Source: an optimization exercise on an open RTL-to-GDS flow (aim: small area). Production flows keep margins and buffers that such runs may drop.
Only simulation tests tie the RTL to the original design; equivalence was not proved.
Power and IR drop assume default switching activity.

File: standard.sh
#!/bin/bash
# synth_recipe.tcl (not shown) runs the flow's synth.tcl, then flattens the netlist and writes it again
# the make line also repeats each setting of config.mk as NAME=value (left out here)
make -C /OpenROAD-flow-scripts/flow DESIGN_CONFIG=/design/flow/config.mk WORK_HOME=/design/flow/orfs CLKGATE_MAP_FILE= SYNTH_SCRIPT=/design/flow/synth_recipe.tcl "${@:-finish}"
File: flow/run.sh
#!/bin/bash
# Standard ORFS layout; CTS with one clock buffer size, larger sink clusters and no dummy
# loads; the smallest buffer on the ports. Output goes to standard.log.
set -euo pipefail
export CTS_ARGS="-sink_clustering_enable -repair_clock_nets -dont_use_dummy_load -buf_list {sky130_fd_sc_hd__clkbuf_8} -sink_clustering_size 24 -sink_clustering_max_diameter 35"
export BUFFER_PORTS_ARGS="-buffer_cell sky130_fd_sc_hd__buf_1"
bash standard.sh > standard.log 2>&1
File: design.v
module necir_core #(
    parameter [7:0] DEV_ADDR       = 8'h00,
    parameter [7:0] CMD_POWER_ON   = 8'h08,
    parameter [7:0] CMD_POWER_OFF  = 8'h09,
    parameter [7:0] CMD_MODE_COOL  = 8'h30,
    parameter [7:0] CMD_MODE_HEAT  = 8'h31,
    parameter [7:0] CMD_MODE_FAN   = 8'h32,
    parameter [7:0] CMD_MODE_DRY   = 8'h33,
    parameter [7:0] CMD_MODE_AUTO  = 8'h34,
    parameter [7:0] TEMP_BASE      = 8'h10,
    parameter [7:0] CMD_FAN_LOW    = 8'h40,
    parameter [7:0] CMD_FAN_MEDIUM = 8'h41,
    parameter [7:0] CMD_FAN_HIGH   = 8'h42,
    parameter [7:0] CMD_FAN_AUTO   = 8'h43
) (
    input             clk,
    input             rst_n,        
    input             soft_rst,     
    input             bus_req,
    input             bus_we,
    input      [1:0]  bus_size,     
    input      [11:0] bus_addr,
    input      [31:0] bus_wdata,
    output            bus_ack,
    output            bus_err,
    output reg [31:0] bus_rdata,
    output reg        tx_call,      
    output            tx_send,      
    output     [15:0] tx_freq,
    output     [15:0] tx_duty,
    output            tx_pvalid,    
    output     [15:0] tx_pdata,
    input             tx_pready,
    input             tx_rvalid,
    input             tx_rerr,
    input      [7:0]  tx_rcode
);
    localparam [15:0] T_HDR_MARK   = 16'd9000;
    localparam [15:0] T_HDR_SPACE  = 16'd4500;
    localparam [15:0] T_BIT_MARK   = 16'd560;
    localparam [15:0] T_ONE_SPACE  = 16'd1690;
    localparam [15:0] T_ZERO_SPACE = 16'd560;
    localparam [15:0] T_STOP_MARK  = 16'd560;
    localparam [15:0] CARRIER_HZ   = 16'd38000;
    localparam [15:0] CARRIER_DUTY = 16'd500;
    localparam [2:0] ERR_NONE     = 3'h0;
    localparam [2:0] ERR_RANGE    = 3'h1;
    localparam [2:0] ERR_ENUM     = 3'h2;
    localparam [2:0] ERR_ILLEGAL  = 3'h3;
    localparam [2:0] ERR_NO_FRAME = 3'h4;
    localparam [2:0] ERR_HARDWARE = 3'h5;
    localparam [1:0] TX_IDLE     = 2'd0;
    localparam [1:0] TX_WAIT_ON  = 2'd1;
    localparam [1:0] TX_WAIT_SND = 2'd2;
    localparam [1:0] TX_WAIT_OFF = 2'd3;
    localparam        NENT     = 71;
    localparam [6:0]  E_PAIR   = 7'd67;
    localparam [6:0]  E_RXR    = 7'd68;
    localparam [6:0]  E_CMD_LO = 7'd69;
    localparam [6:0]  E_CMD_HI = 7'd70;
    localparam [1:0] PH_IDLE = 2'd0;
    localparam [1:0] PH_P1OK = 2'd1;
    localparam [1:0] PH_FIN  = 2'd2;
    localparam [1:0] PH_BAD  = 2'd3;
    reg        frame_ready;
    reg        carrier_on;
    reg        drain;
    reg [1:0]  txstate;
    reg [2:0]  err;
    reg [16*NENT-1:0] ring;       
    reg [6:0]  ptr;
    reg        zflag;             
    reg        pair_valid;
    reg [31:0] rxword;
    reg        rx_fmt, rx_aok, rx_cok;
    reg        hw_rec;            
    reg [7:0]  hw_code;
    reg [1:0]  hw_step;
    reg [1:0]  ph;
    reg [6:0]  send_idx;
    wire        busy   = (txstate != TX_IDLE);
    wire [15:0] head   = ring[15:0];
    wire [15:0] head1  = ring[31:16];
    wire        p_end  = (ptr == E_CMD_HI);
    wire        in_pul = (ptr < 7'd67);
    assign tx_send   = (txstate == TX_WAIT_SND);
    wire st_on = (txstate == TX_WAIT_ON);
    genvar gi;
    generate
        for (gi = 0; gi < 16; gi = gi + 1) begin : g_carrier
            assign tx_freq[gi] = CARRIER_HZ[gi]   ? st_on : tx_send;
            assign tx_duty[gi] = CARRIER_DUTY[gi] ? st_on : tx_send;
        end
    endgenerate
    assign tx_pvalid = tx_send & in_pul & (ptr == send_idx);
    assign tx_pdata  = head;
    wire        aligned   = (bus_size == 2'd2) && (bus_addr[1:0] == 2'b00);
    wire        is_reg    = (bus_addr < 12'h020);
    wire        is_pulse  = (bus_addr >= 12'h100) && (bus_addr <= 12'h208);
    wire        acc_ok    = aligned & (is_reg | is_pulse);
    wire [2:0]  ra        = bus_addr[4:2];
    reg  [6:0]  tgt;
    reg         in_ring;
    always @(*) begin
        tgt     = {~bus_addr[8], bus_addr[7:2]};               
        in_ring = 1'b1;
        if (is_reg) begin
            case (ra)
                3'd0:       tgt = E_CMD_LO;
                3'd2, 3'd3: tgt = E_PAIR;
                3'd5:       tgt = E_RXR;
                default:    in_ring = 1'b0;
            endcase
        end
    end
    wire        hit       = (ptr == tgt) & ~zflag;
    wire        rd        = bus_req & acc_ok & ~bus_we;
    wire        wr        = bus_req & acc_ok & bus_we & ~busy;
    wire        wr_cmd    = wr & is_reg & (ra == 3'd0);
    wire        wr_rxword = wr & is_reg & (ra == 3'd4);
    wire        wr_pulse  = wr & is_pulse & hit;
    wire [7:0] op  = bus_wdata[31:24];
    wire [7:0] rsv = bus_wdata[23:16];
    wire [7:0] opa = bus_wdata[15:8];
    wire [7:0] opb = bus_wdata[7:0];
    wire illegal = (op == 8'h00) || (op > 8'h08) || (rsv != 8'h00) ||
                   ((op != 8'h05) && (opa != 8'h00)) ||
                   ((op == 8'h01) && (opb[7:1] != 7'h00)) ||
                   ((op >= 8'h06) && (opb != 8'h00));
    reg [7:0] enc_addr;
    reg [7:0] enc_cmd;
    reg [2:0] enc_err;
    always @(*) begin
        enc_addr = DEV_ADDR;
        enc_cmd  = 8'h00;
        enc_err  = ERR_NONE;
        case (op)
            8'h01: enc_cmd = opb[0] ? CMD_POWER_ON : CMD_POWER_OFF;
            8'h02: case (opb)
                       8'd0: enc_cmd = CMD_MODE_COOL;
                       8'd1: enc_cmd = CMD_MODE_HEAT;
                       8'd2: enc_cmd = CMD_MODE_FAN;
                       8'd3: enc_cmd = CMD_MODE_DRY;
                       8'd4: enc_cmd = CMD_MODE_AUTO;
                       default: enc_err = ERR_ENUM;
                   endcase
            8'h03: begin
                       if ($signed(opb) < 16 || $signed(opb) > 30)
                           enc_err = ERR_RANGE;
                       else
                           enc_cmd = TEMP_BASE + (opb - 8'd16);
                   end
            8'h04: case (opb)
                       8'd0: enc_cmd = CMD_FAN_LOW;
                       8'd1: enc_cmd = CMD_FAN_MEDIUM;
                       8'd2: enc_cmd = CMD_FAN_HIGH;
                       8'd3: enc_cmd = CMD_FAN_AUTO;
                       default: enc_err = ERR_ENUM;
                   endcase
            8'h05: begin
                       enc_addr = opa;
                       enc_cmd  = opb;
                   end
            default: ;
        endcase
    end
    wire is_encode = (op >= 8'h01) && (op <= 8'h05);
    wire emit_op   = !illegal && is_encode && (enc_err == ERR_NONE);
    wire vwrd_op   = !illegal && (op == 8'h06);
    wire vpul_op   = !illegal && (op == 8'h07);
    wire [4:0]  emit_n    = ptr[5:1] - 5'd1;
    wire        emit_bit  = (emit_n[4] ? enc_cmd[emit_n[2:0]] : enc_addr[emit_n[2:0]]) ^ emit_n[3];
    reg  [15:0] emit_val;
    always @(*) begin
        if (ptr == 7'd0)
            emit_val = T_HDR_MARK;
        else if (ptr == 7'd1)
            emit_val = T_HDR_SPACE;
        else if (ptr[0] && emit_bit)
            emit_val = T_ONE_SPACE;
        else
            emit_val = T_BIT_MARK;
    end
    wire head_one = (head == T_ONE_SPACE);
    reg  head_ok;
    always @(*) begin
        if (ptr == 7'd0)
            head_ok = (head == T_HDR_MARK);
        else if (ptr == 7'd1)
            head_ok = (head == T_HDR_SPACE);
        else if (ptr[0])
            head_ok = (head == T_ZERO_SPACE) || head_one;
        else
            head_ok = (head == T_BIT_MARK);
    end
    wire long_op = emit_op | vpul_op;
    wire start   = (ph == PH_IDLE) & ~zflag & (long_op ? (ptr == 7'd0) : (ptr == E_PAIR));
    reg  [1:0] eph;                         
    always @(*) begin
        eph = ph;
        if (ph == PH_IDLE)
            eph = start ? (vpul_op ? PH_P1OK : PH_FIN) : PH_IDLE;
        if (!wr_cmd)
            eph = PH_IDLE;
    end
    wire fin      = (eph == PH_FIN);
    wire tail     = fin | (eph == PH_BAD);   
    wire cmd_done = tail & p_end;
    wire rxw_addr_ok = ((rxword[7:0] ^ rxword[15:8]) == 8'hFF);
    wire rxw_cmd_ok  = ((rxword[23:16] ^ rxword[31:24]) == 8'hFF);
    wire rx_good     = vwrd_op | fin;       
    assign bus_err = ~acc_ok;
    assign bus_ack = bus_req & (~acc_ok |
                                (~bus_we & (~in_ring | hit)) |
                                (wr & (is_pulse ? hit : (ra != 3'd0) | cmd_done)));
    wire r_head  = ~is_reg | (ra == 3'd0) | (ra == 3'd2) | (ra == 3'd5);    
    wire r_fw    = is_reg & (ra == 3'd3);
    wire r_cmd   = is_reg & (ra == 3'd0);
    wire r_stat  = is_reg & (ra == 3'd1);
    wire r_pair  = is_reg & (ra == 3'd2);
    wire r_rxw   = is_reg & (ra == 3'd4);
    wire r_rxr   = is_reg & (ra == 3'd5);
    wire r_hw    = is_reg & (ra == 3'd6) & hw_rec & ~busy;
    wire r_car   = is_reg & (ra == 3'd7);
    wire r_fwinv = r_fw & pair_valid;
    wire [31:0] status = {20'h0, 1'b0, err, 2'b00, txstate, drain, carrier_on, frame_ready, busy};
    always @(*) begin
        bus_rdata = ({32{r_rxw}}  & rxword) |
                    ({32{r_stat}} & status) |
                    ({32{r_hw}}   & {22'h0, hw_step, hw_code}) |
                    ({32{r_car}}  & {CARRIER_DUTY, CARRIER_HZ}) |
                    ({32{r_cmd}}  & {head1, 16'h0}) |
                    ({32{r_pair}} & {15'h0, pair_valid, 16'h0}) |
                    ({32{r_rxr}}  & {12'h0, rx_aok & rx_cok, rx_fmt, rx_cok, rx_aok, 16'h0}) |
                    ({32{r_head}} & {16'h0, head}) |
                    ({32{r_fw}}   & {8'h0, head[15:8], 8'h0, head[7:0]}) |
                    ({32{r_fwinv}} & {~head[15:8], 8'h0, ~head[7:0], 8'h0});
    end
    wire s_wlo  = ~zflag & (wr_pulse | (tail & (ptr == E_CMD_LO)));
    wire s_whi  = ~zflag & cmd_done;
    wire s_emit = ~zflag & fin & emit_op & in_pul;
    wire s_pair = ~zflag & fin & emit_op & (ptr == E_PAIR);
    wire s_rx   = ~zflag & tail & (vwrd_op | vpul_op) & (ptr == E_RXR);
    wire s_head = ~zflag & ~(s_wlo | s_whi | s_emit | s_pair | s_rx);
    wire [15:0] ins = ({16{s_head}} & head) |
                      ({16{s_wlo}}  & bus_wdata[15:0]) |
                      ({16{s_whi}}  & bus_wdata[31:16]) |
                      ({16{s_emit}} & emit_val) |
                      ({16{s_pair}} & {enc_cmd, enc_addr}) |
                      ({16{s_rx & rx_good}} & {rxword[23:16], rxword[7:0]});
    always @(posedge clk)
        ring <= {ins, ring[16*NENT-1:16]};
    wire rxw_clr  = ~rst_n | soft_rst;
    wire rxw_shift = fin & vpul_op & ptr[0] & (ptr != 7'd1) & in_pul;
    wire rxw_load = ~rxw_clr & wr_rxword;
    wire rxw_sh   = ~rxw_clr & rxw_shift;
    wire rxw_keep = ~rxw_clr & ~wr_rxword & ~rxw_shift;
    always @(posedge clk)
        rxword <= ({32{rxw_load}} & bus_wdata) |
                  ({32{rxw_sh}}   & {head_one, rxword[31:1]}) |
                  ({32{rxw_keep}} & rxword);
    wire rec_now = tx_rvalid & tx_rerr & ~drain & ~hw_rec;
    always @(posedge clk) begin
        if (rec_now) begin
            hw_code <= tx_rcode;
            hw_step <= txstate;
        end
        if (tx_pvalid & tx_pready)
            send_idx <= send_idx + 7'd1;
        if (tx_rvalid && txstate == TX_WAIT_ON)
            send_idx <= 7'd0;
    end
    always @(posedge clk) begin
        if (!rst_n) begin
            tx_call     <= 1'b0;
            frame_ready <= 1'b0;
            carrier_on  <= 1'b0;
            drain       <= 1'b0;
            txstate     <= TX_IDLE;
            err         <= ERR_NONE;
            ptr         <= 7'd0;
            zflag       <= 1'b1;
            pair_valid  <= 1'b0;
            rx_fmt      <= 1'b0;
            rx_aok      <= 1'b0;
            rx_cok      <= 1'b0;
            hw_rec      <= 1'b0;
            ph          <= PH_IDLE;
        end else begin
            tx_call <= 1'b0;
            ptr     <= p_end ? 7'd0 : ptr + 7'd1;
            if (p_end)
                zflag <= 1'b0;
            if (bus_ack)
                ph <= PH_IDLE;
            else if (eph == PH_P1OK)
                ph <= (in_pul & ~head_ok) ? PH_BAD : p_end ? PH_FIN : PH_P1OK;
            else
                ph <= eph;
            if (wr_pulse)
                frame_ready <= 1'b0;
            if (wr_cmd && cmd_done) begin
                if (illegal) begin
                    err <= ERR_ILLEGAL;
                end else if (is_encode) begin
                    err <= enc_err;
                    if (emit_op) begin
                        pair_valid  <= 1'b1;
                        frame_ready <= 1'b1;
                    end
                end else if (vwrd_op || vpul_op) begin
                    rx_fmt <= rx_good;
                    rx_aok <= rx_good & rxw_addr_ok;
                    rx_cok <= rx_good & rxw_cmd_ok;
                    err    <= ERR_NONE;
                end else begin
                    if (!frame_ready) begin
                        err <= ERR_NO_FRAME;
                    end else begin
                        err        <= ERR_NONE;
                        hw_rec     <= 1'b0;
                        carrier_on <= 1'b1;
                        txstate    <= TX_WAIT_ON;
                        tx_call    <= 1'b1;
                    end
                end
            end
            if (tx_rvalid && busy) begin
                if (rec_now)
                    hw_rec <= 1'b1;
                case (txstate)
                    TX_WAIT_ON: begin
                        tx_call <= 1'b1;
                        if (!tx_rerr && !drain)
                            txstate <= TX_WAIT_SND;
                        else
                            txstate <= TX_WAIT_OFF;
                    end
                    TX_WAIT_SND: begin
                        txstate <= TX_WAIT_OFF;
                        tx_call <= 1'b1;
                    end
                    default: begin  
                        if (!tx_rerr)
                            carrier_on <= 1'b0;
                        if (!drain)
                            err <= (hw_rec | rec_now) ? ERR_HARDWARE : ERR_NONE;
                        drain   <= 1'b0;
                        txstate <= TX_IDLE;
                    end
                endcase
            end
            if (soft_rst) begin
                frame_ready <= 1'b0;
                err         <= ERR_NONE;
                ptr         <= 7'd0;
                zflag       <= 1'b1;
                pair_valid  <= 1'b0;
                rx_fmt      <= 1'b0;
                rx_aok      <= 1'b0;
                rx_cok      <= 1'b0;
                hw_rec      <= 1'b0;
                if (busy)
                    drain   <= 1'b1;
            end
        end
    end
endmodule
File: constraint.sdc
create_clock -name core_clock -period 10.0 [get_ports {clk}]
set_input_delay 2.0000 -clock core_clock [delete_from_list [all_inputs] [get_ports {clk}]]
set_output_delay 2.0000 -clock core_clock [all_outputs]
set_load 0.01 [all_outputs]
File: config.mk
export PLATFORM = sky130hd
export DESIGN_NAME = necir_core
export DESIGN_NICKNAME = necir_core
export VERILOG_FILES = /design/flow/design.v
export SDC_FILE = /design/flow/constraint.sdc
export NUM_CORES = 4
export LEC_CHECK = 0
export CAP_MARGIN = 20
export CORE_MARGIN = 2
export CORE_UTILIZATION = 60
export SLEW_MARGIN = 20
==> results by group, run 1 <==
Run status
  – Status: complete, no violations

Floorplan
  – IO Pins: 147
  – DIE WIDTH: 224 um
  – Area of the core: 47,800 um^2
  – Total die area: 50,400 um^2
  – Initial Util: 60.9%
  – Rows: 80
  – Die H: 224 um

Synthesis
  – Yosys cell types: 80
  – Post-synth ARST share: 0%
  – Top post-synthesis cells by area: dfxtp_1 (82%), nand2_1 (2.0%), a22oi_1 (1.4%)
  – Post-synthesis sequential area ratio: 83.4%
  – Post-synth EDFFs: 10
  – Syn_nets: 2,053
  – Synthesized instance count: 1,980
  – Synthesis Warnings: 1
  – Top FF cell, synth: dfxtp_1
  – Dominant cell type by area after synthesis: dfxtp_1
  – Post-synthesis cell area: 29,100 um^2
  – Post-synthesis register bit count: 1,209
  – Synth Area per Inst: 14.7 um^2
  – Synth top area share: 82.3%

Critical path
  – CP max FO: 12
  – Worst r2r path cells: 11
  – Startpoint types: primary input
  – Critical Path Source: bus_wdata[24]
  – Critical Path RT: 8000 ps
  – Worst path max stage delay: 570 ps
  – Delay-heaviest family, CP: simple AND/OR/NAND/NOR gates
  – Worst EP arrival: 5090 ps
  – Worst reg2reg startpoint: ptr[1]$_SDFF_PP0_
  – WP buf/inv: 2
  – Critical path type: in2out
  – Instance count on the critical path: 10
  – CP Capture Type: output port
  – Worst-path cell chain: buf_1 > nor3_1 > xor2_1 > a211oi_2 > a31oi_1 > nand3b_4 > or3_1 > a211oi_2 > o41a_4 > buf_1
  – Slowest-stage cell, CP: nor3_1

Detailed routing
  – Via count: 14.5k
  – WL final: 53.8 mm
  – DRC: 0
  – TritonRoute pass-1 iters: 7
  – Drt via density: 5.24
  – Post-DRT Antenna Nets: 0
  – Initial DRC count: 1,135
  – Per-cell routed wire length: 19.4 um

Power and ir drop
  – Pwr Total: 7.29 mW
  – Leak pwr: 12.2 nW
  – VDD IR max: 166 uV
  – Pwr per Cell Area: 231 nW/um^2

Placement
  – Final Wtd Congestion: 0.880
  – Post-Place Cells: 2,654
  – Port-buffer cells: 146
  – Final HPWL DP: 36.9 mm
  – Pre-CTS WS: 2910 ps

Layout
  – Fill count: 3,421
  – Final nets: 2,230
  – Area grow syn2layout: 8.40%
  – Post-route insts no fill: 2,771
  – Share of cells above drive strength 1: 7.19%

CTS
  – Bufs on Longest Clock Path: 3
  – CTS Buf Count: 116
  – Post-CTS sizing: 0
  – Post-CTS Setup Bufs: 0
  – CTS tree: done
  – CTS sink count: 1,209
  – Clk slew on worst S/H paths: 90 ps
  – Number of buffers inserted by hold repair at cts: 0
  – Clock latency on the worst-skew pair: 730 ps
  – Root Buffer: clkbuf_8
  – Clock H-tree levels: 3

GRT
  – First-pass GRT wire length: 82.4 mm
  – Largest net degree at the start of global routing: 33
  – Vias in the first global route: 14.2k
  – Initial antenna violation count: 5
  – GRT Total Usage: 21.7%
  – Grt total ovfl: 0

STA
  – Period utilization: 70.9%
  – Layout Skew: 114 ps
  – Post-route setup slack: 2910 ps
  – Worst-Margin Slew: 1160 ps
  – Fmax: 0.141 GHz
  – Final min period: 7090 ps
  – Hold Violations, Final: 0
  – Rel. slew slack: 22.7%
  – Unrepaired setup endpoints after global routing: false
  – Final setup fails: 0
  – Setup TNS: 0 ps
  – Slew Limit Fails: 0

Flow run
  – Max Cap Violations: 0

Hold path
  – Hold Startpoint: ring[240]$_DFF_P_
  – Hold Path Depth: 0
  – Hold Crit Class: reg2reg
[layout by cell type, fill, tap and decap left out, drive strengths merged, types with 13 or more instances in the layout]
cell / instances
dfxtp: 1199
a221oi: 13
nor4: 18
clkbuf: 116
xnor2: 35
nand3: 25
nor2: 57
a22oi: 56
o21ai: 32
a222oi: 20
a21oi: 17
nor3: 25
nand4: 24
nand2: 158
buf: 157
[per-stage QoR]
step | instance area [um^2] | hold slack [ps] | utilization [%]
final | 31600 | 224 | 66.0
after global routing | 31600 | 232 | 66.0
after floorplan | 29100 | 310 | -
after global placement | 30000 | 310 | 62.7
after CTS | 31600 | 218 | 66.0
after detailed placement | 30000 | 312 | 62.7
[final timing paths]
kind	slack, ps	endpoint
worst max-delay path	2910	bus_ack
worst min-delay path	220	ring[224]$_DFF_P_
worst max register to register	5680	ring[1127]$_DFF_P_
worst min register to register	220	ring[224]$_DFF_P_
[final cells by class]
cell class	instances	area, um^2	area share [%]
diodes	1	2.50	0.00792
flip-flops and latches	1209	24300	76.9
multi-input cells	664	4260	13.5
inverters	9	33.8	0.107
repair buffers	157	627	1.98
clock buffers	116	1600	5.05
well taps	615	769	2.44
[where the power goes]
| group | internal, mW | switching, mW | total (mW) |
|---|---|---|---|
| registers | 4.82 | 0.00460 | 4.83 |
| clock network | 1.02 | 1.36 | 2.39 |
| logic | 0.0219 | 0.0504 | 0.0722 |
[state kept, by name, indices dropped and copies added (netlist names), 2 cells and up]
| name | cells |
|---|---|
| err | 3 |
| rxword | 32 |
| ptr | 7 |
| ring | 1136 |
| send_idx | 7 |
| ph | 2 |
| txstate | 2 |
| hw_code | 8 |
| hw_step | 2 |
[Yosys cell counts, drive strengths merged, types with 6 or more instances]
cell type and instances:
a221oi 13, edfxtp 10, a211oi 8, nor3 25
nand2 158, nand3 25, a222oi 20, nor4 18
nor2b 9, and2 9, xor2 11, nor4b 10
a21oi 17, a31oi 9, and3 6, nor2 57
nand4 24, or3 12, inv 9, dfxtp 1199
buf 57, o21ai 32, a22oi 56, a21o 6
or4 8, mux2i 12, xnor2 35, clkbuf 41
ha 11, nand2b 8
[logic make-up after synthesis]
group           after synthesis  synth area share, %
flops                      1209                 83.4
mux                          15                0.528
fa+ha+maj                    11                0.472
compound gates              205                 5.40
buf+inv                     107                 2.05
xor+xnor                     46                 1.38
simple gates                387                 6.78
[per-layer routing]
layer,global-route usage [%],wire length (um),vias up
li1,-,-,6890
met1,33.4,26700,6997
met2,29.1,20800,533
met3,6.86,5050,99
met4,6.67,1220,4
met5,0,24,-
==> run 2: changes to the inputs <==
==> flow/run.sh (replaced) <==
#!/bin/bash
# The standard ORFS layout (standard.sh) with three changes:
#  - synthesis maps the combinational logic with an area-oriented ABC script
#    (flow/my_synth.tcl, flow/area.abc); registers are mapped as in the standard synthesis;
#  - CTS uses clkbuf_8 with larger sink clusters and no dummy loads;
#  - the ports are buffered with the smallest buffer (buf_1).
# All tool output goes to standard.log; ORFS keeps its per-step logs under orfs/logs.
set -euo pipefail
here=$(pwd)
sed "s#SYNTH_SCRIPT=[^ ]*#SYNTH_SCRIPT=$here/flow/my_synth.tcl#" standard.sh > my_standard.sh
grep -q "SYNTH_SCRIPT=$here/flow/my_synth.tcl" my_standard.sh
export CTS_ARGS="-sink_clustering_enable -repair_clock_nets -dont_use_dummy_load -buf_list {sky130_fd_sc_hd__clkbuf_8} -sink_clustering_size 20 -sink_clustering_max_diameter 50"
export BUFFER_PORTS_ARGS="-buffer_cell sky130_fd_sc_hd__buf_1"
bash my_standard.sh > standard.log 2>&1
==> flow/area.abc (new file) <==
strash
dc2
dch -f
map -a
mfs2
strash
dc2
dch -f
map -a
topo
==> flow/my_synth.tcl (new file) <==
# The standard synthesis (synth_recipe.tcl, unchanged), except that Yosys's abc pass
# maps the combinational logic with an area-oriented ABC script (area.abc). Flip-flops are
# mapped before abc, so the registers, their names and cell types are the standard ones.
set ::my_abc_script [file join [file dirname [file normalize [info script]]] area.abc]
proc abc {args} {
  set i [lsearch -exact $args -script]
  if { $i >= 0 } { lset args [expr {$i + 1}] $::my_abc_script }
  yosys abc {*}$args
}
source [file join [file dirname [file dirname [file normalize [info script]]]] synth_recipe.tcl]
==> run 2 against run 1 <==
Effect of this change: register-to-register slack worse by 190 ps; non-clock buffer count fell by 2; global-route usage up 0.35 points; still clean on timing, DRC and antenna; critical endpoint unchanged; wire length down 0.26%; clock-buffer cell count shrank 39; via count is 2.8% lower; synthesized area down 2.1%; worst hold slack gained 23 ps.
==> results by group, run 2 <==
CTS
  – Clk slew on worst S/H paths: 100 ps (about the same)
  – CTS tree: done
  – CTS Buf Count: 77 (-34%)
  – Clock latency on the worst-skew pair: 680 ps (-50 ps)
  – Number of buffers inserted by hold repair at cts: 0 (unchanged)
  – Bufs on Longest Clock Path: 3 (unchanged)
  – Post-CTS sizing: 0 (unchanged)
  – Root Buffer: clkbuf_8
  – Clock H-tree levels: 3 (unchanged)
  – Post-CTS Setup Bufs: 0 (unchanged)
  – CTS sink count: 1,209 (unchanged)

Critical path
  – Critical path type: in2out
  – CP Capture Type: output port
  – Startpoint types: primary input
  – Worst-path cell chain: buf_1 > nor4_1 > clkinv_1 > nor2_1 > nand2_1 > nor2_1 > nand2_1 > o41ai_1 > nand3_1 > nor2_1 > clkinv_1 > nor2_1 > nor2_1 > a2111oi_0 > or2_2 > nand2_1 > nor2_1 > o211ai_1 > a21oi_1 > buf_1
  – WP buf/inv: 4 (+2)
  – Worst path max stage delay: 550 ps (-20 ps)
  – Delay-heaviest family, CP: simple AND/OR/NAND/NOR gates
  – Slowest-stage cell, CP: nor4_1
  – CP most frequent cell: nor2_1
  – Critical Path RT: 8000 ps (about the same)
  – Worst EP arrival: 6220 ps (+1130 ps)
  – CP max FO: 9 (-3)

Synthesis
  – Yosys cell types: 33 (-59%)
  – Post-synth ARST share: 0% (unchanged)
  – Syn_nets: 2,067 (+0.68%)
  – Synthesis Warnings: 1 (unchanged)
  – Post-synth EDFFs: 10 (unchanged)
  – Top post-synthesis cells by area: dfxtp_1 (84%), clkinv_1 (1.9%), nand2_1 (1.7%)
  – Synth Area per Inst: 14.3 um^2 (-2.8%)
  – Synth cell count leaders: dfxtp_1 (1,199), clkinv_1 (144), nand2_1 (126)
  – Most common cell in the synthesized netlist: dfxtp_1
  – Post-synthesis sequential area ratio: 85.2% (+1.8 points)
  – Top FF cell, synth: dfxtp_1
  – Post-synthesis register bit count: 1,209 (unchanged)
  – Dominant cell type by area after synthesis: dfxtp_1
  – Post-synthesis cell area: 28,500 um^2 (-2.1%)
  – Synth top area share: 84.2% (+1.8 points)
  – Synthesized instance count: 1,994 (+0.71%)

STA
  – Setup TNS: 0 ps (unchanged)
  – Rel. slew slack: 26.3% (+3.6 points)
  – Worst-Margin Slew: 1100 ps (-52.6 ps)
  – Slew Limit Fails: 0 (unchanged)
  – Period utilization: 82.2% (+11 points)
  – Fmax: 0.122 GHz (-14%)
  – Final setup fails: 0 (unchanged)
  – Post-route setup slack: 1780 ps (-1130 ps)
  – Hold Violations, Final: 0 (unchanged)
  – Unrepaired setup endpoints after global routing: false
  – Layout Skew: 91.7 ps (-21.9 ps)
  – WHS: 247 ps (+22.6 ps)
  – Final min period: 8220 ps (+1130 ps)

Floorplan
  – Die H: 222 um (-1.1%)
  – DIE WIDTH: 222 um (-1.1%)
  – Total die area: 49,300 um^2 (-2.1%)
  – Rows: 79 (-1.3%)
  – IO Pins: 147 (unchanged)
  – Area of the core: 46,800 um^2 (-2.3%)
  – Initial Util: 61.0% (+0.085 points)

GRT
  – Largest net degree at the start of global routing: 31 (-6.1%)
  – Met1 Usage GRT: 33.1% (-0.28 points)
  – Vias in the first global route: 13.9k (-2.0%)
  – GRT Total Usage: 22.1% (+0.35 points)
  – GR peak layer: met1
  – Grt total ovfl: 0 (unchanged)
  – Initial antenna violation count: 6 (+1)
  – Met2 global-route usage: 30.6% (+1.5 points)
  – Global-route met3 utilization: 6.33% (-0.52 points)
  – First-pass GRT wire length: 81.7 mm (-0.90%)

Layout
  – Largest register FFs: 1,136 (unchanged)
  – Share of cells above drive strength 1: 4.13% (-3.1 points)
  – Reg with most FFs: ring
  – Final nets: 2,253 (+1.0%)
  – Most frequent cells in the layout: dfxtp_1 (1,199), buf_1 (146), clkinv_1 (144)
  – Multi-input logic area: 3340 um^2 (-22%)
  – Top flop regs: ring (1136), rxword (32), hw_code (8)
  – Fill count: 3,391 (-0.88%)
  – Sequential cell area: 24,300 um^2 (unchanged)
  – Area grow syn2layout: 7.38%
  – Commonest non-fill, non-tap cell in the layout: dfxtp_1

Power and ir drop
  – VDD IR max: 232 uV (+40%)
  – Pwr per Cell Area: 224 nW/um^2 (-2.7%)
  – Pwr Total: 6.87 mW (-5.7%)
  – Leak pwr: 11.6 nW (-5.6%)

Detailed routing
  – Drt via density: 5.06 (-3.4%)
  – Initial DRC count: 1,113 (-1.9%)
  – Via count: 14.1k (-2.8%)
  – Per-cell routed wire length: 19.2 um (-0.91%)
  – Post-DRT Antenna Nets: 0 (unchanged)
  – WL final: 53.7 mm (-0.26%)
  – TritonRoute pass-1 iters: 7 (unchanged)
  – DRC: 0 (unchanged)

Placement
  – Port-buffer cells: 146 (unchanged)
  – Final HPWL DP: 37.6 mm (+2.1%)
  – Final Wtd Congestion: 0.912 (+3.6%)
  – Pre-CTS WS: 1810 ps (-1100 ps)

Flow run
  – Max Cap Violations: 0 (unchanged)

Hold path
  – Hold Crit Class: reg2reg

Run status
  – Status: complete, no violations
==> run 2: cell count changes in the layout (fill, tap and decap cells not counted), moves of 27 or more <==
cell,previous run,this run
a21oi_1,16,52
clkbuf_8,116,77
clkinv_1,0,144
nand2_1,158,126
nor2_1,56,100
o221ai_1,0,46
xnor2_1,35,8
==> run 2: worst reg2reg max path, cell delays in order, from the launching register on <==
cell	delay (ps)
dfxtp_1	550
clkinv_1	330
ha_1	250
clkinv_1	110
nor2_1	350
o21ai_0	190
a2111oi_0	400
or2_2	210
nand2_1	100
nor2_1	420
clkinv_1	330
nor2_1	170
buf_4	200
clkinv_1	240
o22ai_1	290
a221oi_1	120
o21ai_0	160
==> run 2: kinds of logic after synthesis <==
| group | share of synthesized area (%) |
|---|---|
| AND/OR/NAND/NOR | 4.96 |
| AO/OA/AOI/OAI | 5.67 |
| adder cells (fa/ha/maj) | 0.483 |
| flip-flops | 85.2 |
| buffers and inverters | 3.16 |
| XOR/XNOR | 0.522 |
==> run 2: path summary, 6_finish.rpt <==
path	slack, ps	from	to	cells past startpoint
setup / recovery	1780	bus_wdata[28]	bus_ack	20
setup reg to reg	5490	ptr[1]$_SDFF_PP0_	ring[1131]$_DFF_P_	16
hold / removal	250	ring[865]$_DFF_P_	ring[849]$_DFF_P_	0
hold reg to reg	250	ring[865]$_DFF_P_	ring[849]$_DFF_P_	0
==> run 2: area by class of cell <==
class	count	share of cell area (%)
Sequential cell	1209	79.4
Antenna cell	4	0.0327
Clock buffer	77	3.46
Inverter	144	1.76
Timing Repair Buffer	155	2.01
Multi-Input combinational cell	593	10.9
Tap cell	607	2.48
==> run 2: power breakdown <==
group	total [mW]	internal, mW	switching (mW)
registers	4.83	4.82	0.00386
clock network	1.98	0.695	1.29
logic	0.0633	0.0158	0.0475
==> run 2: through the flow <==
step	util (%)	instance area (um^2)	instances
after floorplan	-	28500	1994
after global placement	63.2	29500	2708
after CTS	65.5	30600	2785
after detailed placement	63.2	29600	2708
final	65.5	30600	2789
after global routing	65.5	30600	2788
==> run 2: metal layers <==
metal  share of wire, %  wire [um]  up-vias
li1                   -          -     6836
met1                 49      26200     6701
met2                 40      21600      469
met3                8.5       4550      111
met4                2.4       1310        4
met5              0.039         21        -
==> run 3: changes to the inputs <==
==> flow/area.abc (replaced) <==
strash
&get -n
&deepsyn -T 30
&put
dch -f
map -a
mfs2 -W 6 -F 4
strash
dc2
dch -f
map -a
topo
==> run 3 against run 2 <==
Effect of this change: still clean; clock-buffer cell count shrank 2; utilization shrank 0.41 points; synthesized cell count shrank 3.7%; worst setup slack gained 83 ps; cell count shrank 2.9%; clock power shrank 2%; worst hold slack gained 42 ps; wire length shrank 5.1%; synthesized area shrank 0.96%; non-clock buffer count shrank 1.
==> results by group, run 3 <==
Floorplan
  – Total die area: 48,800 um^2 (-0.94%)
  – Die H: 221 um (-0.47%)
  – Rows: 79 (unchanged)
  – IO Pins: 147 (unchanged)
  – Initial Util: 60.7% (-0.33 points)
  – DIE WIDTH: 221 um (-0.47%)
  – Area of the core: 46,600 um^2 (-0.42%)

Synthesis
  – Post-synthesis sequential area ratio: 86.0% (+0.83 points)
  – Top post-synthesis cells by area: dfxtp_1 (85%), clkinv_1 (1.9%), o221ai_1 (1.4%)
  – Synth Area per Inst: 14.7 um^2 (+2.9%)
  – Synth top area share: 85.0% (+0.82 points)
  – Synth cell count leaders: dfxtp_1 (1,199), clkinv_1 (142), nor2_1 (87)
  – Yosys cell types: 31 (-6.1%)
  – Dominant cell type by area after synthesis: dfxtp_1
  – Post-synth ARST share: 0% (unchanged)
  – Top FF cell, synth: dfxtp_1
  – Syn_nets: 1,993 (-3.6%)
  – Post-synthesis register bit count: 1,209 (unchanged)
  – Synthesis Warnings: 1 (unchanged)
  – Synthesized instance count: 1,920 (-3.7%)
  – Most common cell in the synthesized netlist: dfxtp_1
  – Post-synth EDFFs: 10 (unchanged)
  – Post-synthesis cell area: 28,200 um^2 (-0.96%)

Hold path
  – Hold Crit Class: reg2reg
  – Hold Path Sink: ring[991]$_DFF_P_
  – Hold Startpoint: ring[1007]$_DFF_P_
  – Hold Path Depth: 0 (unchanged)

GRT
  – GRT Total Usage: 21.1% (-0.93 points)
  – Vias in the first global route: 13.2k (-4.8%)
  – Largest net degree at the start of global routing: 30 (-3.2%)
  – First-pass GRT wire length: 78.7 mm (-3.6%)
  – Initial antenna violation count: 1 (-5)
  – Grt total ovfl: 0 (unchanged)

Critical path
  – Worst r2r path cells: 13 (-3)
  – Critical Path RT: 8000 ps (about the same)
  – Worst reg2reg startpoint: ptr[1]$_SDFF_PP0_
  – WP buf/inv: 6 (+2)
  – R2R setup slack: 5260 ps (-230 ps)
  – Worst path max stage delay: 800 ps (+250 ps)
  – Critical Path Source: bus_addr[8]
  – Startpoint types: primary input
  – CP Capture Type: output port
  – Delay-heaviest family, CP: simple AND/OR/NAND/NOR gates
  – Worst-path cell chain: buf_1 > nor4_1 > nand2_1 > nor2_1 > clkinv_1 > nor2_1 > clkinv_1 > nor2_1 > clkinv_1 > nor2_1 > clkinv_1 > o221ai_1 > buf_1
  – Worst EP arrival: 6140 ps (-80 ps)
  – Critical path type: in2out
  – RR Endpoint: rx_aok$_SDFFE_PP0P_
  – CP max FO: 10 (+1)
  – Slowest-stage cell, CP: nor2_1

Detailed routing
  – Post-DRT Antenna Nets: 0 (unchanged)
  – Via count: 13.8k (-2.5%)
  – Initial DRC count: 1,078 (-3.1%)
  – TritonRoute pass-1 iters: 5 (-2)
  – WL final: 51.0 mm (-5.1%)
  – Drt via density: 5.08 (+0.41%)
  – Per-cell routed wire length: 18.8 um (-2.3%)
  – DRC: 0 (unchanged)

CTS
  – Bufs on Longest Clock Path: 3 (unchanged)
  – Number of buffers inserted by hold repair at cts: 0 (unchanged)
  – Root Buffer: clkbuf_8
  – Clock H-tree levels: 3 (unchanged)
  – CTS tree: done
  – Clk slew on worst S/H paths: 100 ps (about the same)
  – Clock latency on the worst-skew pair: 660 ps (-20 ps)
  – CTS Buf Count: 75 (-2.6%)
  – Post-CTS sizing: 0 (unchanged)
  – Post-CTS Setup Bufs: 0 (unchanged)
  – CTS sink count: 1,209 (unchanged)

STA
  – Hold Violations, Final: 0 (unchanged)
  – Layout Skew: 68.6 ps (-23.2 ps)
  – Fmax: 0.123 GHz (+1.0%)
  – Period utilization: 81.4% (-0.83 points)
  – Worst-Margin Slew: 935 ps (-168 ps)
  – Setup TNS: 0 ps (unchanged)
  – Final min period: 8140 ps (-82.6 ps)
  – Slew Limit Fails: 0 (unchanged)
  – Unrepaired setup endpoints after global routing: false
  – Rel. slew slack: 36.1% (+9.8 points)
  – Final setup fails: 0 (unchanged)

Layout
  – Area grow syn2layout: 7.28% (about the same)
  – Commonest non-fill, non-tap cell in the layout: dfxtp_1
  – Reg with most FFs: ring
  – Final nets: 2,176 (-3.4%)
  – Share of cells above drive strength 1: 4.05% (-0.087 points)
  – Util after Layout: 65.1% (-0.41 points)
  – Largest register FFs: 1,136 (unchanged)
  – Most frequent cells in the layout: dfxtp_1 (1,199), buf_1 (146), clkinv_1 (142)
  – Top flop regs: ring (1136), rxword (32), hw_code (8)

Run status
  – Status: complete, no violations

Placement
  – Final HPWL DP: 35.6 mm (-5.4%)
  – Final Wtd Congestion: 0.938 (+2.8%)
  – Port-buffer cells: 146 (unchanged)

Power and ir drop
  – Pwr per Cell Area: 225 nW/um^2 (+0.38%)
  – VDD IR max: 233 uV (+0.36%)
  – Leak pwr: 11.4 nW (-1.3%)

Flow run
  – Max Cap Violations: 0 (unchanged)
-- run 3: worst max-delay path by stage --
stage,end,cells after the start
after detailed placement,bus_rdata[15],13
after floorplan,bus_ack,13
after CTS,bus_rdata[15],13
after global placement,bus_rdata[15],13
after global routing,bus_rdata[29],13
final,bus_rdata[12],13
-- run 3: cell families (layout without fill, tap and decap cells) --
| group | count (synthesis) | in the layout | share of synthesized area, % |
|---|---|---|---|
| adders and majority gates | 11 | 11 | 0.487 |
| xor gates and xnor gates | 15 | 15 | 0.465 |
| DFF | 1209 | 1209 | 86.0 |
| buffers and inverters | 190 | 371 | 3.16 |
| other | 0 | 1 | 0 |
| and+or+nand+nor | 251 | 251 | 3.84 |
| AOI/OAI and AO/OA | 244 | 244 | 6.01 |
-- run 3: report_power, final --
| group | switching [mW] | total [mW] | internal, mW |
|---|---|---|---|
| Combinational | 0.0459 | 0.0619 | 0.0160 |
| Clock | 1.26 | 1.94 | 0.678 |
| Sequential | 0.00307 | 4.82 | 4.82 |
| Total | 1.31 | 6.83 | 5.52 |
-- run 3: through the flow --
stage	instance area (um^2)	hold WS [ps]	cells	worst slack (ps)	total power [mW]
final	30300	289	2709	1860	6.83
after global routing	30300	293	2709	1740	7.08
after CTS	30300	288	2708	2200	6.90
after detailed placement	29300	312	2633	2210	5.00
after global placement	29300	310	2633	2380	5.00
after floorplan	28200	310	1920	3290	4.96
-- run 3: routing by layer --
metal	routed length, um	part of all wire [%]	global-route usage, %	up-vias
li1	-	-	-	6587
met1	25000	49	32.5	6597
met2	20500	40	29.3	488
met3	3900	7.7	4.99	100
met4	1540	3.0	7.30	0
met5	0	0	0	-
-- run 3: cell type report --
type                            count  area [um^2]
Tap cell                          607          759
Fill cell                        3342        16300
Multi-Input combinational cell    521         3070
Clock buffer                       75         1030
Inverter                          142          533
Antenna cell                        1         2.50
Timing Repair Buffer              154          608
Sequential cell                  1209        24300
==> run 4: changes to the inputs <==
--- a/design.v
+++ b/design.v
@@ -160,3 +160,3 @@
             8'h05: begin
-                       enc_addr = opa;
+                       enc_addr = 8'h00;       
                        enc_cmd  = opb;
@@ -166,2 +166,3 @@
     end
+    wire [7:0] pair_a = enc_addr | opa;
     wire is_encode = (op >= 8'h01) && (op <= 8'h05);
@@ -170,4 +171,5 @@
     wire vpul_op   = !illegal && (op == 8'h07);
-    wire [4:0]  emit_n    = ptr[5:1] - 5'd1;
-    wire        emit_bit  = (emit_n[4] ? enc_cmd[emit_n[2:0]] : enc_addr[emit_n[2:0]]) ^ emit_n[3];
+    wire [31:0] emit_word = {~enc_cmd, enc_cmd, ~pair_a, pair_a};
+    wire [31:0] emit_rot  = {emit_word[30:0], emit_word[31]};
+    wire        emit_bit  = emit_rot[ptr[5:1]];
     reg  [15:0] emit_val;
@@ -195,4 +197,3 @@
     end
-    wire long_op = emit_op | vpul_op;
-    wire start   = (ph == PH_IDLE) & ~zflag & (long_op ? (ptr == 7'd0) : (ptr == E_PAIR));
+    wire start   = (ph == PH_IDLE) & ~zflag & (ptr == 7'd0);
     reg  [1:0] eph;                         
@@ -248,3 +249,3 @@
                       ({16{s_emit}} & emit_val) |
-                      ({16{s_pair}} & {enc_cmd, enc_addr}) |
+                      ({16{s_pair}} & {enc_cmd, pair_a}) |
                       ({16{s_rx & rx_good}} & {rxword[23:16], rxword[7:0]});
==> flow/area.abc (replaced) <==
strash
&get -n
&deepsyn -T 30
&dch -f
&nf -a
&put
mfs2 -W 6 -F 4
strash
&get -n
&dch -f
&nf -a
&put
==> run 4 against run 3 <==
Effect of this change: first-iteration DRC count grew 31%; register-to-register slack gained 340 ps; design area is essentially flat; non-clock buffer count grew 6; clock skew grew 44 ps; clock power grew 3%; sequential cell count is the same.
==> results by group, run 4 <==
Synthesis
  – Post-synthesis sequential area ratio: 86.4% (+0.34 points)
  – Post-synth EDFFs: 10 (unchanged)
  – Top post-synthesis cells by area: dfxtp_1 (85%), nand2_1 (1.8%), a22oi_1 (1.5%)
  – Syn_nets: 1,912 (-4.1%)
  – Synth Area per Inst: 15.3 um^2 (+3.8%)
  – Yosys cell types: 60 (+94%)
  – Synth top area share: 85.3% (+0.34 points)
  – Post-synthesis cell area: 28,100 um^2 (-0.40%)
  – Synthesis Warnings: 1 (unchanged)
  – Most common cell in the synthesized netlist: dfxtp_1
  – Top FF cell, synth: dfxtp_1
  – Dominant cell type by area after synthesis: dfxtp_1
  – Synthesized instance count: 1,842 (-4.1%)
  – Synth cell count leaders: dfxtp_1 (1,199), nand2_1 (138), a22oi_1 (55)
  – Post-synth ARST share: 0% (unchanged)
  – Post-synthesis register bit count: 1,209 (unchanged)

Placement
  – Final HPWL DP: 33.2 mm (-6.8%)
  – Final Wtd Congestion: 0.933 (-0.58%)
  – Port-buffer cells: 146 (unchanged)

Critical path
  – Critical Path Source: bus_addr[8]
  – Worst EP arrival: 4860 ps (-1280 ps)
  – Delay-heaviest family, CP: simple AND/OR/NAND/NOR gates
  – Startpoint types: primary input
  – Critical Path RT: 8000 ps (about the same)
  – Slowest-stage cell, CP: nor4_1
  – Worst-path cell chain: buf_1 > nor4_1 > nand2_1 > nor3_2 > nor2_1 > a222oi_1 > o21ai_0 > buf_1
  – WP buf/inv: 2 (-4)
  – Worst reg2reg startpoint: ptr[2]$_SDFF_PP0_
  – CP most frequent cell: buf_1
  – CP max FO: 11 (+1)
  – Critical path type: in2out
  – Worst path max stage delay: 750 ps (-50 ps)
  – CP Capture Type: output port

STA
  – Setup TNS: 0 ps (unchanged)
  – Final min period: 6860 ps (-1280 ps)
  – Final setup fails: 0 (unchanged)
  – Layout Skew: 113 ps (+44.0 ps)
  – Hold Violations, Final: 0 (unchanged)
  – Period utilization: 68.6% (-13 points)
  – Unrepaired setup endpoints after global routing: false
  – Worst-Margin Slew: 927 ps (-7.80 ps)
  – Fmax: 0.146 GHz (+19%)
  – Rel. slew slack: 38.2% (+2.1 points)
  – Slew Limit Fails: 0 (unchanged)

GRT
  – Initial antenna violation count: 3 (+2)
  – GRT Total Usage: 21.7% (+0.51 points)
  – Largest net degree at the start of global routing: 34 (+13%)
  – Grt total ovfl: 0 (unchanged)
  – First-pass GRT wire length: 77.8 mm (-1.2%)
  – Vias in the first global route: 13.0k (-1.4%)

CTS
  – Bufs on Longest Clock Path: 3 (unchanged)
  – Root Buffer: clkbuf_8
  – Post-CTS sizing: 0 (unchanged)
  – Number of buffers inserted by hold repair at cts: 0 (unchanged)
  – Clock H-tree levels: 3 (unchanged)
  – CTS tree: done
  – CTS sink count: 1,209 (unchanged)
  – Clk slew on worst S/H paths: 110 ps (about the same)
  – Post-CTS Setup Bufs: 0 (unchanged)
  – CTS Buf Count: 79 (+5.3%)
  – Clock latency on the worst-skew pair: 690 ps (+30 ps)

Power and ir drop
  – VDD IR max: 228 uV (-2.0%)
  – Leak pwr: 11.8 nW (+3.3%)
  – Pwr per Cell Area: 227 nW/um^2 (+0.87%)

Hold path
  – Hold Startpoint: ring[248]$_DFF_P_
  – Hold Crit Class: reg2reg

Floorplan
  – Die H: 221 um (-0.20%)
  – DIE WIDTH: 221 um (-0.20%)
  – Area of the core: 46,500 um^2 (-0.21%)
  – Initial Util: 60.6% (-0.11 points)
  – IO Pins: 147 (unchanged)
  – Rows: 79 (unchanged)
  – Total die area: 48,600 um^2 (-0.39%)

Detailed routing
  – WL final: 51.7 mm (+1.4%)
  – DRC: 0 (unchanged)
  – Initial DRC count: 1,414 (+31%)
  – Drt via density: 5.13 (+0.91%)
  – Per-cell routed wire length: 19.6 um (+4.0%)
  – Via count: 13.6k (-1.6%)
  – TritonRoute pass-1 iters: 8 (+3)
  – Post-DRT Antenna Nets: 0 (unchanged)

Flow run
  – Max Cap Violations: 0 (unchanged)

Layout
  – Reg with most FFs: ring
  – Commonest non-fill, non-tap cell in the layout: dfxtp_1
  – Fill count: 3,321 (-0.63%)
  – Most frequent cells in the layout: dfxtp_1 (1,199), buf_1 (146), nand2_1 (138)
  – Area grow syn2layout: 7.76%
  – Largest register FFs: 1,136 (unchanged)
  – Share of cells above drive strength 1: 4.97% (+0.92 points)
  – Final nets: 2,105 (-3.3%)
  – Util after Layout: 65.3% (+0.17 points)
  – Top flop regs: ring (1136), rxword (32), hw_code (8)

Run status
  – Status: complete, no violations
==> run 4: changes by cell type after synthesis, sizes merged, moves of 5 or more <==
cell / change
clkinv: -124
nand2: +59
o221ai: -43
nor2: -41
a222oi: +23
a21oi: -17
nand2b: +12
and3: +10
o21ai: -10
o211ai: -9
o22ai: -8
and2: +5
nor2b: +5
==> run 4: cells by family (layout without fill, tap and decap cells) <==
group | count (synthesis) | in the layout | share of synthesized area, %
AO/OA/AOI/OAI | 209 | 209 | 5.47
XOR/XNOR | 15 | 15 | 0.467
adder cells (fa/ha/maj) | 8 | 8 | 0.356
buffers and inverters | 66 | 257 | 1.52
flip-flops | 1209 | 1209 | 86.4
multiplexers | 3 | 3 | 0.151
other | 0 | 2 | 0
AND/OR/NAND/NOR | 332 | 332 | 5.66
==> run 4: power breakdown <==
part | total, mW | internal [mW] | leakage, nW | switching, mW
registers | 4.82 | 4.82 | 9.75 | 0.00286
logic | 0.0614 | 0.0158 | 1.46 | 0.0456
clock network | 2.00 | 0.712 | 0.568 | 1.29
==> run 4: layout make-up <==
type | count | area, um^2 | share of cell area, %
Sequential cell | 1209 | 24300 | 80.2
Inverter | 18 | 67.6 | 0.223
Tap cell | 607 | 759 | 2.50
Multi-Input combinational cell | 567 | 3440 | 11.4
Clock buffer | 79 | 1090 | 3.59
Antenna cell | 2 | 5.00 | 0.0165
Timing Repair Buffer | 160 | 653 | 2.15
==> run 4: worst paths after layout <==
check	endpoint	slack, ps	cells past startpoint
worst min register to register	ring[232]$_DFF_P_	280	0
worst max register to register	ring[1122]$_DFF_P_	5600	9
worst max-delay path	bus_rdata[0]	3140	8
worst min-delay path	ring[232]$_DFF_P_	280	0
==> run 4: per-layer routing <==
metal | vias to the layer above | global-route usage, % | wire length [um]
met5 | - | 0.606 | 0
met4 | 0 | 8.29 | 1740
met3 | 113 | 6.45 | 4290
met2 | 514 | 30.7 | 21300
met1 | 6440 | 31.4 | 24400
li1 | 6486 | - | -
==> run 4: per-stage QoR <==
step | hold WS, ps | total power [mW] | instances | cell area, um^2 | setup slack (ps)
floorplan | 310 | 4.95 | 1842 | 28100 | 968
global placement | 311 | 4.99 | 2561 | 29200 | 2860
detailed placement | 312 | 4.99 | 2561 | 29200 | 3240
CTS | 277 | 6.96 | 2640 | 30300 | 3240
global route | 282 | 7.13 | 2642 | 30300 | 2890
finish | 276 | 6.89 | 2642 | 30300 | 3140
==> run 5: changes to the inputs <==
==> flow/area.abc (replaced) <==
strash
&get -n
&deepsyn -T 30
&put
dch -f
map -a
mfs2 -W 6 -F 4
strash
dc2
dch -f
map -a
topo
--- a/config.mk
+++ b/config.mk
@@ -10,2 +10,3 @@
 export CORE_UTILIZATION = 60
+export PLACE_DENSITY = 0.72
 export SLEW_MARGIN = 20
==> run 5 against run 4 <==
Effect of this change: non-clock buffer count decreased by 9; still clean on timing, DRC and antenna; sequential cell count unchanged; clock power about the same; synthesized cell count increased by 4.3%; design area decreased by 0.35%; maximum frequency decreased by 5.3%; register-to-register slack got worse by 440 ps; sequential share of layout area increased by 0.28 points; cell count increased by 2.5%; critical path type unchanged; worst hold slack got worse by 11 ps.
==> results by group, run 5 <==
Layout
  – Fill count: 3,320 (-0.030%)
  – Largest register FFs: 1,136 (unchanged)
  – Reg with most FFs: ring
  – Commonest non-fill, non-tap cell in the layout: dfxtp_1
  – Share of cells above drive strength 1: 4.24% (-0.73 points)
  – Most frequent cells in the layout: dfxtp_1 (1,199), buf_1 (146), clkinv_1 (131)
  – Top flop regs: ring (1136), rxword (32), hw_code (8)
  – Area grow syn2layout: 7.27%
  – Final nets: 2,172 (+3.2%)
  – Post-route insts no fill: 2,709 (+2.5%)

CTS
  – Number of buffers inserted by hold repair at cts: 0 (unchanged)
  – CTS tree: done
  – CTS Buf Count: 76 (-3.8%)
  – Bufs on Longest Clock Path: 3 (unchanged)
  – Post-CTS Setup Bufs: 0 (unchanged)
  – Clk slew on worst S/H paths: 100 ps (about the same)
  – Clock latency on the worst-skew pair: 690 ps (about the same)
  – Post-CTS sizing: 0 (unchanged)
  – Root Buffer: clkbuf_8
  – Clock H-tree levels: 3 (unchanged)
  – CTS sink count: 1,209 (unchanged)

Synthesis
  – Top post-synthesis cells by area: dfxtp_1 (85%), clkinv_1 (1.7%), nand2_1 (1.5%)
  – Post-synthesis sequential area ratio: 86.3% (-0.092 points)
  – Synth Area per Inst: 14.7 um^2 (-4.0%)
  – Post-synth EDFFs: 10 (unchanged)
  – Synth top area share: 85.2% (-0.091 points)
  – Post-synthesis register bit count: 1,209 (unchanged)
  – Dominant cell type by area after synthesis: dfxtp_1
  – Post-synthesis cell area: 28,200 um^2 (+0.11%)
  – Synthesized instance count: 1,921 (+4.3%)
  – Syn_nets: 1,991 (+4.1%)
  – Post-synth ARST share: 0% (unchanged)
  – Top FF cell, synth: dfxtp_1
  – Synth cell count leaders: dfxtp_1 (1,199), clkinv_1 (131), nand2_1 (116)
  – Most common cell in the synthesized netlist: dfxtp_1
  – Yosys cell types: 39 (-35%)
  – Synthesis Warnings: 1 (unchanged)

Power and ir drop
  – P_int: 5.52 mW (-0.49%)
  – VDD IR max: 226 uV (-1.2%)
  – Leak pwr: 11.4 nW (-3.5%)
  – Pwr Total: 6.85 mW (-0.61%)
  – Switching Share: 19.4% (-0.10 points)
  – Reg power frac: 70.4% (+0.4 points)
  – Pwr per Cell Area: 227 nW/um^2 (-0.26%)
  – Part of the power in the clock network: 28.7% (-0.4 points)
  – Switching pwr: 1.33 mW (-1.1%)
  – Combinational Power Share: 0.8% (about the same)

STA
  – Hold Violations, Final: 0 (unchanged)
  – Rel. slew slack: 44.6% (+6.4 points)
  – Fmax: 0.138 GHz (-5.3%)
  – WHS: 265 ps (-11.2 ps)
  – Worst-Margin Slew: 828 ps (-99.0 ps)
  – Layout Skew: 72.1 ps (-40.5 ps)
  – Final setup fails: 0 (unchanged)
  – Unrepaired setup endpoints after global routing: false
  – Slew Limit Fails: 0 (unchanged)
  – Setup TNS: 0 ps (unchanged)
  – Final min period: 7240 ps (+385 ps)
  – Period utilization: 72.4% (+3.8 points)

Detailed routing
  – Post-DRT Antenna Nets: 0 (unchanged)
  – Per-cell routed wire length: 19.5 um (about the same)
  – Via count: 13.8k (+1.5%)
  – WL final: 53.0 mm (+2.5%)
  – Drt via density: 5.08 (-1.0%)
  – Initial DRC count: 1,097 (-22%)
  – TritonRoute pass-1 iters: 5 (-3)
  – DRC: 0 (unchanged)

Run status
  – Status: complete, no violations

Critical path
  – CP Capture Type: output port
  – CP most frequent cell: clkinv_1
  – Worst reg2reg startpoint: ptr[3]$_SDFF_PP0_
  – Worst EP arrival: 5240 ps (+380 ps)
  – Worst path max stage delay: 570 ps (-180 ps)
  – Critical path type: in2out
  – R2R setup slack: 5160 ps (-440 ps)
  – Startpoint types: primary input
  – Critical Path RT: 8000 ps (about the same)
  – CP max FO: 9 (-2)
  – Worst-path cell chain: buf_1 > clkinv_1 > nor2_1 > o32ai_1 > nand2_1 > clkinv_1 > nand4_1 > nand2_1 > clkinv_1 > a21oi_1 > or2_2 > nor2_1 > nor3_1 > o221ai_1 > and2_2 > buf_1
  – Worst r2r path cells: 20 (+11)
  – RR Endpoint: ring[1120]$_DFF_P_
  – Slowest-stage cell, CP: buf_1

GRT
  – First-pass GRT wire length: 79.0 mm (+1.5%)
  – Grt total ovfl: 0 (unchanged)
  – Largest net degree at the start of global routing: 34 (unchanged)
  – Initial antenna violation count: 2 (-1)
  – GRT Total Usage: 22.0% (+0.34 points)
  – Vias in the first global route: 13.1k (+0.55%)

Placement
  – Port-buffer cells: 146 (unchanged)
  – Final Wtd Congestion: 0.938 (+0.54%)
  – Final HPWL DP: 36.3 mm (+9.5%)
  – Post-Place Cells: 2,631 (+2.7%)

Flow run
  – Max Cap Violations: 0 (unchanged)

Floorplan
  – IO Pins: 147 (unchanged)
  – Initial Util: 60.6% (+0.065 points)
  – Total die area: 48,700 um^2 (+0.11%)
  – DIE WIDTH: 221 um (about the same)
  – Area of the core: 46,500 um^2 (unchanged)
  – Die H: 221 um (about the same)
  – Rows: 79 (unchanged)

Hold path
  – Hold Path Depth: 0 (unchanged)
  – Hold Startpoint: ring[1088]$_DFF_P_
  – Hold Path Sink: ring[1072]$_DFF_P_
  – Hold Crit Class: reg2reg
==> run 5: cell families (layout without fill, tap and decap cells) <==
logic type	after synthesis	in the layout	synth area share [%]
flip-flops	1209	1209	86.3
AND/OR/NAND/NOR	291	291	4.49
AO/OA/AOI/OAI	229	229	5.69
buffers and inverters	179	358	3.03
adder cells (fa/ha/maj)	8	8	0.355
XOR/XNOR	5	5	0.156
other	0	2	0
==> run 5: metal layers <==
metal  global-route usage (%)  up-vias  routed length, um
li1                         -     6591                  -
met1                     34.3     6607              26400
met2                     30.9      459              21600
met3                     4.43       94               3690
met4                     6.51        0               1260
met5                        0        -                  0
==> run 5: worst max path at each step <==
stage / cells after the start / slack, ps / to / from
finish: 16 / 2760 / bus_ack / bus_wdata[26]
global route: 16 / 2510 / bus_ack / bus_wdata[26]
CTS: 16 / 2840 / bus_ack / bus_wdata[26]
detailed placement: 16 / 2850 / bus_ack / bus_wdata[26]
global placement: 16 / 2970 / bus_ack / bus_wdata[26]
floorplan: 7 / 3480 / bus_rdata[7] / bus_addr[8]
==> run 5: cell type report <==
class,instances,area [um^2],share of cell area (%)
multi-input cells,533,3020,10.0
inverters,131,492,1.63
repair buffers,151,586,1.94
diodes,2,5.00,0.0166
well taps,607,759,2.51
flip-flops and latches,1209,24300,80.4
clock buffers,76,1050,3.46
==> run 5: power groups by stage <==
| stage | clock (mW) | combinational [mW] | sequential, mW |
|---|---|---|---|
| after floorplan | 0 | 0.0221 | 4.93 |
| after global placement | 0 | 0.0543 | 4.93 |
| after detailed placement | 0 | 0.0550 | 4.93 |
| after CTS | 2.04 | 0.0553 | 4.82 |
| after global routing | 2.19 | 0.0606 | 4.83 |
| final | 1.97 | 0.0562 | 4.82 |
==> run 5: worst max-delay path: cells and delay by family <==
| family | cells | cell delay [ps] |
|---|---|---|
| compound gates | 3 | 340 |
| buf+inv | 5 | 1220 |
| simple gates | 8 | 1680 |
==> run 5: metrics by stage <==
step                worst slack [ps]  util, %  instance area [um^2]
global route                    2510     65.0                 30200
finish                          2760     65.0                 30200
CTS                             2840     65.0                 30200
detailed placement              2850     62.8                 29200
global placement                2970     62.8                 29200
floorplan                       3480        -                 28200
==> run 6: changes to the inputs <==
--- a/config.mk
+++ b/config.mk
@@ -10,3 +10,2 @@
 export CORE_UTILIZATION = 60
-export PLACE_DENSITY = 0.72
 export SLEW_MARGIN = 20
==> run 6 against run 5 <==
Effect of this change: worst hold slack improved by 14 ps; first-iteration DRC count up 6.1%; clock-buffer cell count rose by 1; global-route usage fell by 0.39 points; critical endpoint is now bus_rdata[10]; synthesized area is the same; critical path type unchanged; wire length decreased by 2.3%; sequential cell count unchanged; synthesized cell count stayed put; maximum frequency is 2.0% higher; critical path depth shrank 6; via count about the same; register-to-register slack lost 140 ps.
==> results by group, run 6 <==
Synthesis
  – Synth top area share: 85.2% (unchanged)
  – Synthesized instance count: 1,921 (unchanged)
  – Yosys cell types: 39 (unchanged)
  – Post-synth EDFFs: 10 (unchanged)
  – Synthesis Warnings: 1 (unchanged)
  – Top post-synthesis cells by area: dfxtp_1 (85%), clkinv_1 (1.7%), nand2_1 (1.5%)
  – Syn_nets: 1,991 (unchanged)
  – Post-synthesis cell area: 28,200 um^2 (unchanged)
  – Post-synthesis sequential area ratio: 86.3% (unchanged)
  – Dominant cell type by area after synthesis: dfxtp_1
  – Most common cell in the synthesized netlist: dfxtp_1
  – Post-synth ARST share: 0% (unchanged)
  – Post-synthesis register bit count: 1,209 (unchanged)
  – Synth Area per Inst: 14.7 um^2 (unchanged)
  – Synth cell count leaders: dfxtp_1 (1,199), clkinv_1 (131), nand2_1 (116)
  – Top FF cell, synth: dfxtp_1

GRT
  – Vias in the first global route: 13.1k (-0.099%)
  – GRT Total Usage: 21.6% (-0.39 points)
  – First-pass GRT wire length: 77.7 mm (-1.6%)
  – Largest net degree at the start of global routing: 34 (unchanged)
  – Met2 global-route usage: 29.4% (-1.5 points)
  – GR peak layer: met1
  – Initial antenna violation count: 8 (+6)
  – Met1 Usage GRT: 32.8% (-1.5 points)
  – Global-route met3 utilization: 6.24% (+1.8 points)
  – Grt total ovfl: 0 (unchanged)

Power and ir drop
  – Pwr per Cell Area: 227 nW/um^2 (about the same)
  – P_int: 5.53 mW (+0.15%)
  – Leak pwr: 11.4 nW (+0.11%)
  – Pwr Total: 6.86 mW (+0.14%)
  – Switching Share: 19.4% (about the same)
  – Switching pwr: 1.33 mW (about the same)
  – Reg power frac: 70.3% (about the same)
  – Part of the power in the clock network: 28.8% (about the same)
  – Combinational Power Share: 0.9% (about the same)
  – VDD IR max: 182 uV (-19%)

Detailed routing
  – WL final: 51.8 mm (-2.3%)
  – DRC: 0 (unchanged)
  – Initial DRC count: 1,164 (+6.1%)
  – Post-DRT Antenna Nets: 0 (unchanged)
  – TritonRoute pass-1 iters: 5 (unchanged)
  – Via count: 13.8k (+0.029%)
  – Drt via density: 5.06 (-0.27%)
  – Per-cell routed wire length: 19.0 um (-2.5%)

STA
  – Final min period: 7100 ps (-140 ps)
  – Period utilization: 71.0% (-1.4 points)
  – Slew Limit Fails: 0 (unchanged)
  – Setup TNS: 0 ps (unchanged)
  – Unrepaired setup endpoints after global routing: false
  – Rel. slew slack: 36.4% (-8.2 points)
  – Final setup fails: 0 (unchanged)
  – WHS: 279 ps (+14.0 ps)
  – Fmax: 0.141 GHz (+2.0%)
  – Post-route setup slack: 2900 ps (+140 ps)
  – Hold Violations, Final: 0 (unchanged)
  – Layout Skew: 88.4 ps (+16.3 ps)
  – Worst-Margin Slew: 930 ps (+102 ps)

Floorplan
  – DIE WIDTH: 221 um (unchanged)
  – Die H: 221 um (unchanged)
  – IO Pins: 147 (unchanged)
  – Total die area: 48,700 um^2 (unchanged)
  – Rows: 79 (unchanged)
  – Area of the core: 46,500 um^2 (unchanged)
  – Initial Util: 60.6% (unchanged)

Critical path
  – Worst path max stage delay: 580 ps (about the same)
  – Startpoint types: primary input
  – Worst EP arrival: 5100 ps (-140 ps)
  – CP Capture Type: output port
  – Worst-path cell chain: buf_1 > nor2_1 > clkinv_1 > nor2_1 > a21oi_1 > clkinv_1 > nor2_1 > clkinv_1 > o221ai_1 > buf_1
  – Slowest-stage cell, CP: nor2_1
  – Critical path type: in2out
  – Delay-heaviest family, CP: buffers and inverters
  – WP buf/inv: 5 (unchanged)
  – CP max FO: 9 (unchanged)
  – Critical Path RT: 8000 ps (about the same)

Layout
  – Cell area after layout: 30,300 um^2 (+0.12%)
  – Area grow syn2layout: 7.40%
  – Reg with most FFs: ring
  – Commonest non-fill, non-tap cell in the layout: dfxtp_1
  – Util after Layout: 65.1% (+0.078 points)
  – Largest register FFs: 1,136 (unchanged)
  – Most frequent cells in the layout: dfxtp_1 (1,199), buf_1 (146), clkinv_1 (131)
  – Post-route insts no fill: 2,717 (+0.30%)
  – Final nets: 2,174 (+0.092%)
  – Fill count: 3,266 (-1.6%)
  – Share of cells above drive strength 1: 4.33% (+0.091 points)
  – Top flop regs: ring (1136), rxword (32), hw_code (8)

CTS
  – CTS sink count: 1,209 (unchanged)
  – CTS tree: done
  – Number of buffers inserted by hold repair at cts: 0 (unchanged)
  – Post-CTS sizing: 0 (unchanged)
  – Clock latency on the worst-skew pair: 660 ps (-30 ps)
  – CTS Buf Count: 77 (+1.3%)
  – Post-CTS Setup Bufs: 0 (unchanged)
  – Clk slew on worst S/H paths: 100 ps (about the same)
  – Bufs on Longest Clock Path: 3 (unchanged)
  – Root Buffer: clkbuf_8
  – Clock H-tree levels: 3 (unchanged)

Placement
  – Final HPWL DP: 35.7 mm (-1.7%)
  – Pre-CTS WS: 3010 ps (+162 ps)
  – Post-Place Cells: 2,632 (+0.038%)
  – Final Wtd Congestion: 0.934 (-0.45%)
  – Port-buffer cells: 146 (unchanged)
  – Placed inst area: 29,200 um^2 (about the same)

Hold path
  – Hold Crit Class: reg2reg

Flow run
  – Max Cap Violations: 0 (unchanged)

Run status
  – Status: complete, no violations
## run 6: changes by cell type in the layout (fill, tap and decap cells not counted)
cell and delta:
diode_2 +6, clkbuf_8 +1, buf_4 +1
## run 6: layout make-up
cell class / count / area [um^2] / share of cell area (%)
timing repair buffer: 152 / 593 / 1.96
multi-input combinational: 533 / 3020 / 9.99
sequential: 1209 / 24300 / 80.3
clock buffer: 77 / 1060 / 3.50
antenna: 8 / 20.0 / 0.0662
tap: 607 / 759 / 2.51
inverter: 131 / 492 / 1.63
## run 6: cells by family (layout without fill, tap and decap cells)
| kind of cell | after synthesis | after routing | synth area share [%] |
|---|---|---|---|
| adder cells (fa/ha/maj) | 8 | 8 | 0.355 |
| AND/OR/NAND/NOR | 291 | 291 | 4.49 |
| XOR/XNOR | 5 | 5 | 0.156 |
| buffers and inverters | 179 | 360 | 3.03 |
| other | 0 | 8 | 0 |
| flip-flops | 1209 | 1209 | 86.3 |
| AO/OA/AOI/OAI | 229 | 229 | 5.69 |
## run 6: power groups by stage
stage,combinational (mW),sequential [mW],clock (mW)
finish,0.0599,4.82,1.97
global route,0.0636,4.83,2.21
CTS,0.0577,4.82,2.05
detailed placement,0.0575,4.93,0
global placement,0.0573,4.93,0
floorplan,0.0221,4.93,0
## run 6: final timing paths
| kind | start | end | slack [ps] | cells after the start |
|---|---|---|---|---|
| worst min-delay path | ring[1121]$_DFF_P_ | ring[1105]$_DFF_P_ | 280 | 0 |
| worst min register to register | ring[1121]$_DFF_P_ | ring[1105]$_DFF_P_ | 280 | 0 |
| worst max-delay path | bus_addr[3] | bus_rdata[10] | 2900 | 10 |
| worst max register to register | ptr[3]$_SDFF_PP0_ | ring[1127]$_DFF_P_ | 5020 | 19 |
## run 6: per-layer routing
metal | share of wire (%) | vias to the layer above | wire [um]
met3 | 8.1 | 121 | 4190
met5 | 0.077 | - | 40
met2 | 40 | 462 | 20500
met1 | 49 | 6553 | 25400
li1 | - | 6613 | -
met4 | 3.2 | 6 | 1660

==> what the ideal ports hide <==
No port has a modelled driver above. Below, the same layouts with a new extraction and two added sets of constraints.
Step 1: set_driving_cell puts a clkbuf_16 on clk and a buf_2 on each other input, an assumption about the parent block.
Step 2, shift: input delay + t, output delay - t, t = (earliest + latest rising clock arrival at the registers) / 2. This alone moves slack from input paths to output paths.
a / b / c = no drivers / after step 1 / after step 2; a / b = the first two.
run	t (ns)	setup slack, ns
run 1	0.726	2.913 / 2.894 / 2.894
run 2	0.692	1.778 / 1.727 / 1.727
run 3	0.688	1.861 / 1.841 / 1.841
run 4	0.696	3.143 / 3.113 / 3.113
run 5	0.697	2.758 / 2.704 / 2.704
run 6	0.675	2.898 / 2.872 / 2.872
After both steps setup and hold are still met in every run listed.
